What follows belongs to an exercise in optimizing a design on an open flow for a short achievable clock period and few clock cycles; a production flow would make more cautious choices.
At most, simulation tests tie the RTL to the original design; equivalence was not proved.
No activity file was given, so power comes from the tool's default toggle rates.

Design snappy_dec, start of the top module:
module snappy_dec (
    input  wire        clk,
    input  wire        rst,
    input  wire        start,
    input  wire [15:0] src_len,
    input  wire [15:0] dst_cap,
    output wire        busy,
    output reg         done,
    output reg  [7:0]  fault,
    output reg  [31:0] result,
    output reg  [31:0] info0,
    output reg  [31:0] info1,
    output reg         in_re,
    output reg  [15:0] in_addr,
    input  wire [7:0]  in_rdata,
    output reg         out_re,
    output reg  [15:0] out_raddr,
    input  wire [7:0]  out_rdata,
    output reg         out_we,
    output reg  [15:0] out_waddr,
    output reg  [7:0]  out_wdata
);
Size in the first run: ~3700 cells after synthesis, roughly 220 I/O pins, ~44000 um2 of cells after synthesis.
export LEC_CHECK = 0
export ABC_CLOCK_PERIOD_IN_PS = 3000
export CAP_MARGIN = 20
export CORE_MARGIN = 2
export CORE_UTILIZATION = 40
export SLEW_MARGIN = 20
create_clock -name core_clock -period 10.0 [get_ports {clk}]
standard.sh (not shown) runs the stock make flow with config.mk's settings and CLKGATE_MAP_FILE= SYNTH_SCRIPT=/design/flow/synth_recipe.tcl, a recipe that flattens the netlist after the stock synthesis.
==> flow/flow/run.sh <==
#!/bin/bash
set -euo pipefail
bash standard.sh SETUP_SLACK_MARGIN=6.8 finish > flow_make.log 2>&1
Then changed:
==> flow/run.sh (new file) <==
#!/bin/bash
# synth_recipe.tcl (not shown) runs the flow's synth.tcl, then flattens the netlist and writes it again
# the make line also repeats each setting of config.mk as NAME=value (left out here)
make -C /OpenROAD-flow-scripts/flow DESIGN_CONFIG=/design/flow/config.mk WORK_HOME=/design/flow/orfs CLKGATE_MAP_FILE= SYNTH_SCRIPT=/design/flow/synth_recipe.tcl finish
--- a/flow/config.mk
+++ b/flow/config.mk
@@ -10,3 +10,4 @@
 export CORE_MARGIN = 2
 export CORE_UTILIZATION = 40
+export SETUP_SLACK_MARGIN = 5
 export SLEW_MARGIN = 20
removed: flow/flow/run.sh
removed: flow/standard.sh
Utilization fell by 2.3 points.
Clock power goes up by a few percent.
Routed wire length went down by a few percent.
Global-route usage shrinks by 1.1 points.
Flip-flop and latch count does not change.
Via count goes down by a few percent.
Total power went up slightly.
Cell area fell by a few percent.
Register-to-register slack got worse by 0.75 ns.
No functional check of the RTL was part of any run of this note.

========
Another version of the RTL of snappy_dec (not shown whole).
Size: roughly 950 flip-flops, about 0.043 mm2 of cells after synthesis.
export LEC_CHECK = 0
export CAP_MARGIN = 20
export CORE_MARGIN = 2
export CORE_UTILIZATION = 40
export SLEW_MARGIN = 20
create_clock -name core_clock -period 10.0 [get_ports {clk}]
run.sh (not shown) runs the stock make flow with config.mk's settings and CLKGATE_MAP_FILE= SYNTH_SCRIPT=/design/flow/synth_recipe.tcl, a recipe that flattens the netlist after the stock synthesis.
Stock flow here: none of the scripts above is used.
Then changed:
ABC_CLOCK_PERIOD_IN_PS = 3000   (was unset)
SETUP_SLACK_MARGIN = 5   (was unset)
What happened: Total power rose by 0.64%. Wire length rose by 2.5%. Via count rose by 1.2%.
No functional check of the RTL was part of any run of this note.

========
run a:
snappy_dec, a different RTL version from the one above (not shown whole).
For scale: roughly 3200 cells after synthesis.
clock: 10.0 ns
lec_check: 0
abc_clock_period_in_ps: 3000
cap_margin: 20
core_margin: 2
core_utilization: 60
slew_margin: 20
standard.sh (not shown) runs the stock make flow with config.mk's settings and CLKGATE_MAP_FILE= SYNTH_SCRIPT=/design/flow/synth_recipe.tcl, a recipe that flattens the netlist after the stock synthesis.
==> flow/flow/run.sh <==
#!/bin/bash
set -euo pipefail
bash standard.sh SETUP_SLACK_MARGIN=7.2 finish > flow_make.log 2>&1
> inputs changed (run a -> run b)
==> flow/flow/run.sh <==
#!/bin/bash
set -euo pipefail
bash standard.sh SETUP_SLACK_MARGIN=7.0 finish > flow_make.log 2>&1
### Flow results
- Run a -> run b: storage element area flat
- Compared with run a, run b shows overall routed net length that has gone down by a few percent.
- Changes observed in run b relative to run a: final area -about 3.4%, die area ~0 delta, number of instances resized during post-cts repair -about 5%.
No functional check of the RTL was part of any run of this note.

========
job 4846:
snappy_dec, a different RTL version from the one above (not shown whole).
For scale: about 220 I/O pins, ~37,000 µm² of cells after synthesis.
Settings: LEC_CHECK=0, ABC_CLOCK_PERIOD_IN_PS=3000, CAP_MARGIN=20, CORE_MARGIN=2, CORE_UTILIZATION=40, CTS_CLUSTER_DIAMETER=80, CTS_CLUSTER_SIZE=20, SLEW_MARGIN=20; clock period 10.0 ns.
==> flow/flow/run.sh <==
#!/bin/bash
set -euo pipefail
bash standard.sh SETUP_SLACK_MARGIN=6.8 finish > flow_make.log 2>&1
Relative to job 4846, the following input files were edited for job 1705:
Settings: removing CTS_CLUSTER_SIZE (formerly 20); removing CTS_CLUSTER_DIAMETER (formerly 80).
==> summary.txt <==
- Job 1705 | stages: all done | timing, DRC, antenna: all pass
- The worst setup path endpoint comes out info0[0] in one run and in_re in the other, namely in job 4846 and job 1705 respectively.
- Comparing job 4846 with job 1705, the xor and xnor fraction of the mapped netlist area came out essentially unchanged.
- From job 4846 to job 1705 the numbers moved as follows: final worst-path cycle share went down 0.21 points, worst setup slack went up 21 ps, area added between synthesis and finish went up 3.9 points, final area went up 3.5%.
- Compare job 4846 and job 1705 | multi-input combinational area share lower: job 1705
- NOTE: average wire per standard cell in job 1705 falls short of that of job 4846
- Relative to job 4846, job 1705 degrades total design power.
- Between job 1705 and job 4846, it is job 1705 whose maximum clock frequency is higher, by about 0.6%.
No run of this note included a check of the RTL's function; only the layout flow was run.

========
snappy_dec, a different RTL version from the one above (not shown whole).
Size: ~3000 cells after synthesis, ~850 flip-flops, about 220 I/O pins, about 37000 um2 of cells after synthesis.
clock: 10.0 ns
lec_check: 0
abc_clock_period_in_ps: 3000
cap_margin: 20
core_margin: 2
core_utilization: 60
cts_cluster_diameter: 60
cts_cluster_size: 16
slew_margin: 20
==> flow/flow/run.sh <==
#!/bin/bash
set -euo pipefail
bash standard.sh SETUP_SLACK_MARGIN=7.2 finish > flow_make.log 2>&1
The starting point finished clean.
Testbench counts at the start, summed over its fixed seeds: cycles 151,711.
Change:
CTS_CLUSTER_DIAMETER = unset   (was 60)
CTS_CLUSTER_SIZE = unset   (was 16)
Effect: Sequential power stays flat; first-iteration DRC count is higher by 6.0%; total power went up by 7.7%; register-to-register slack improved by 0.02 ns; count of clock-buffer cells in the layout came out higher by 12; combinational power climbs by about 0.7%; critical path depth stays the same; global-route usage came out higher by 0.28 points.
Change:
CORE_UTILIZATION = 50   (was 60)
What happened:
- The new run completed without violations
- global-route usage falls by 4.6 points
- via count came out lower slightly
- wire length came out higher slightly
- total power went up by a few percent
- combinational power went down by a few percent
- non-clock buffer count came out lower by 27
- cell area grows slightly
Change:
==> flow/flow/run.sh (replaced) <==
#!/bin/bash
set -euo pipefail
bash standard.sh SETUP_SLACK_MARGIN=7.0 finish > flow_make.log 2>&1
CORE_UTILIZATION = 60   (was 50)
Wire length falls by 4.0%.
Global-route usage is higher by 4.1 points.
Flip-flop and latch count does not change.
Power decreases by 3.1%.
Die area shrinks by 16%.

========
snappy_dec, a different RTL version from the one above (not shown whole).
For scale: roughly 2900 cells after synthesis, roughly 220 I/O pins, ~37000 um^2 of cells after synthesis.
Settings: LEC_CHECK=0, ABC_CLOCK_PERIOD_IN_PS=3000, CAP_MARGIN=20, CORE_MARGIN=2, CORE_UTILIZATION=60, CTS_CLUSTER_DIAMETER=80, CTS_CLUSTER_SIZE=20, SLEW_MARGIN=20; clock period 10.0 ns.
==> flow/flow/run.sh <==
#!/bin/bash
set -euo pipefail
bash standard.sh SETUP_SLACK_MARGIN=7.2 finish > flow_make.log 2>&1
==> next run, changes <==
Settings changed: CORE_UTILIZATION 60 to 40.
Result: Area after synthesis does not change; first-iteration DRC count falls slightly; non-clock buffer count rises by 1; setup slack loses 20 ps; wire length rises by a few percent; via count rises slightly; total power rises by a few percent.
No functional check of the RTL was part of any run of this note.

========
lane 1:
snappy_dec, a different RTL version from the one above (not shown whole).
Size: about 2900 cells after synthesis, roughly 220 I/O pins.
Settings: LEC_CHECK=0, ABC_CLOCK_PERIOD_IN_PS=3000, CAP_MARGIN=20, CORE_MARGIN=2, CORE_UTILIZATION=60, SLEW_MARGIN=20; clock period 10.0 ns.
Scripts as last shown in full above: flow/flow/run.sh
Looking at the reports, lane 1 completed the entire flow and the layout it produced met the timing, DRC and antenna checks.
Testbench counts of lane 1, summed over its fixed seeds: cycles 151,834.
Changes in lane 2 relative to lane 1:
==> flow/flow/run.sh <==
#!/bin/bash
set -euo pipefail
bash standard.sh SETUP_SLACK_MARGIN=7.5 finish > flow_make.log 2>&1
diff --git a/flow/config.mk b/flow/config.mk
--- a/flow/config.mk
+++ b/flow/config.mk
@@ -11,0 +12,2 @@
+export CTS_CLUSTER_DIAMETER = 80
+export CTS_CLUSTER_SIZE = 20
## What came out
Against lane 1, lane 2 comes in 40 lower on clock tree buffer count of the final layout. Lane 2 vs lane 1, total leakage power went down by 1.8%. Lane 2 vs lane 1 — post-CTS resize count climbed by more than 10%. Higher flip-flop and latch share of the layout cell area goes to lane 2 over lane 1. Lane 1 ended up with met4 as its top layer reached by signal wires; lane 2 ended up with met5.
#### Input delta (lane 3 over lane 2)
==> flow/flow/run.sh <==
#!/bin/bash
set -euo pipefail
bash standard.sh SETUP_SLACK_MARGIN=7.2 finish > flow_make.log 2>&1
diff --git a/flow/config.mk b/flow/config.mk
--- a/flow/config.mk
+++ b/flow/config.mk
@@ -11 +11 @@
-export CORE_UTILIZATION = 60
+export CORE_UTILIZATION = 75
Findings:
Lane 3 gives more sum of routed wire length over all layers than lane 2 did.
Lane 3 ended up with a lower reported leakage power than lane 2 did.
Sort lane 3 and lane 2 by share of the clock period used by the worst path, descending, and lane 3 comes first.
In lane 3, the half-perimeter wire length after placement came out 1800 µm above the value in lane 2.
Relative to lane 2, final instance area has decreased by 0.0015 mm² in lane 3.
Re worst setup slack: lane 3 and lane 2 aren't equal, and the lower value belongs to lane 3.
Taking lane 2 as the reference, in lane 3 sequential share of layout area increased 1.9 points, switching part of the total moved up.
## Diff of input files: lane 4 against lane 3
diff --git a/flow/config.mk b/flow/config.mk
--- a/flow/config.mk
+++ b/flow/config.mk
@@ -11,3 +11,3 @@
-export CORE_UTILIZATION = 75
-export CTS_CLUSTER_DIAMETER = 80
-export CTS_CLUSTER_SIZE = 20
+export CORE_UTILIZATION = 60
+export CTS_CLUSTER_DIAMETER = 60
+export CTS_CLUSTER_SIZE = 30
--- outcome ---
Compared with lane 3, lane 4 shows number of placed cells counting well taps that has gone up by a few percent. Per the comparison of lane 4 with lane 3, clock-cell share of area grew by 0.67 points, utilization went down, worst-margin pin slew lower. | via count of the first global-routing pass | higher: lane 3 |. Setup slack in lane 4 is larger than in lane 3.
## Diff of input files: lane 5 against lane 4
diff --git a/flow/config.mk b/flow/config.mk
--- a/flow/config.mk
+++ b/flow/config.mk
@@ -12,2 +12,2 @@
-export CTS_CLUSTER_DIAMETER = 60
-export CTS_CLUSTER_SIZE = 30
+export CTS_CLUSTER_DIAMETER = 80
+export CTS_CLUSTER_SIZE = 20
==> summary.txt <==
Worst hold slack across lane 5 and lane 4: no real change. In the metrics for lane 5 and lane 4, the one carrying the lower transition at the pin with the smallest max-transition slack is lane 5. The clock buffer count from CTS of lane 5 exceeds that of lane 4 by 1. On final cycle utilization of the critical path, lane 5 and lane 4 are neck and neck. Detailed-route wire length: lane 5 vs lane 4, no meaningful difference. Multi-input gate share of the layout cell area, lane 5 and lane 4: larger value in lane 5. On fmax, lane 5 and lane 4 are basically level. Compared with lane 4, in lane 5 initial core utilization ~0 delta, first-pass detailed-route iteration total -2.

-- separate check: timing with driven ports --
In the flow no input, the clock included, has a driving cell. The finished layouts below were timed again as built, in two steps. Step 1, drivers: a clkbuf_16 drives clk and a buf_2 each remaining input, both assumed. Step 2 adds t to the input delays and takes it off the output delays; t is the mean of the earliest and latest rising clock arrival at the registers after step 1. Input paths then give back, and output paths get back, about the clock's delay inside the block. a / b / c = ideal / step 1 / step 2; a / b = the first two.
run	t (ns)	slack for setup (ns)	worst hold slack (ns)	latest minus earliest clock arrival (ns)
the first run of note 1	0.761	5.968 / 5.968 / 5.935	0.327 / 0.327 / 0.327	0.047 / 0.046
the second run of note 1	0.762	5.213 / 5.213 / 5.213	0.328 / 0.328 / 0.328	0.025 / 0.024
the first run of note 2	0.752	3.890 / 3.890 / 3.890	0.327 / 0.327 / 0.327	0.049 / 0.049
the second run of note 2	0.750	5.212 / 5.212 / 5.212	0.327 / 0.327 / 0.327	0.047 / 0.047
run a	0.716	6.806 / 6.797 / 6.535	0.324 / 0.324 / 0.324	0.017 / 0.017
run b	0.714	6.852 / 6.816 / 6.308	0.325 / 0.325 / 0.325	0.021 / 0.021
job 4846	0.706	6.680 / 6.607 / 6.520	0.328 / 0.328 / 0.328	0.066 / 0.066
job 1705	0.714	6.701 / 6.628 / 6.102	0.323 / 0.323 / 0.323	0.032 / 0.032
the first run of note 5	0.685	6.893 / 6.826 / 6.698	0.328 / 0.328 / 0.328	0.028 / 0.027
the second run of note 5	0.693	6.886 / 6.827 / 6.644	0.314 / 0.314 / 0.314	0.022 / 0.022
the third run of note 5	0.710	6.883 / 6.813 / 6.567	0.329 / 0.329 / 0.329	0.027 / 0.027
the fourth run of note 5	0.694	6.909 / 6.848 / 6.470	0.314 / 0.314 / 0.314	0.020 / 0.020
the first run of note 6	0.675	6.892 / 6.828 / 6.621	0.332 / 0.332 / 0.332	0.023 / 0.023
the second run of note 6	0.688	6.872 / 6.808 / 6.560	0.332 / 0.332 / 0.332	0.039 / 0.039
lane 1	0.693	6.875 / 6.809 / 6.621	0.326 / 0.326 / 0.326	0.030 / 0.030
lane 2	0.684	6.873 / 6.809 / 6.852	0.332 / 0.332 / 0.332	0.028 / 0.028
lane 3	0.689	6.782 / 6.782 / 6.604	0.331 / 0.331 / 0.331	0.032 / 0.031
lane 4	0.681	6.857 / 6.794 / 6.631	0.335 / 0.335 / 0.335	0.038 / 0.037
lane 5	0.682	6.859 / 6.795 / 6.615	0.332 / 0.332 / 0.332	0.037 / 0.038
After both steps every run listed still meets setup and hold. The setup slack of job 1705, which loses most, moves by -0.073 ns with the drivers and by -0.599 ns with both steps.
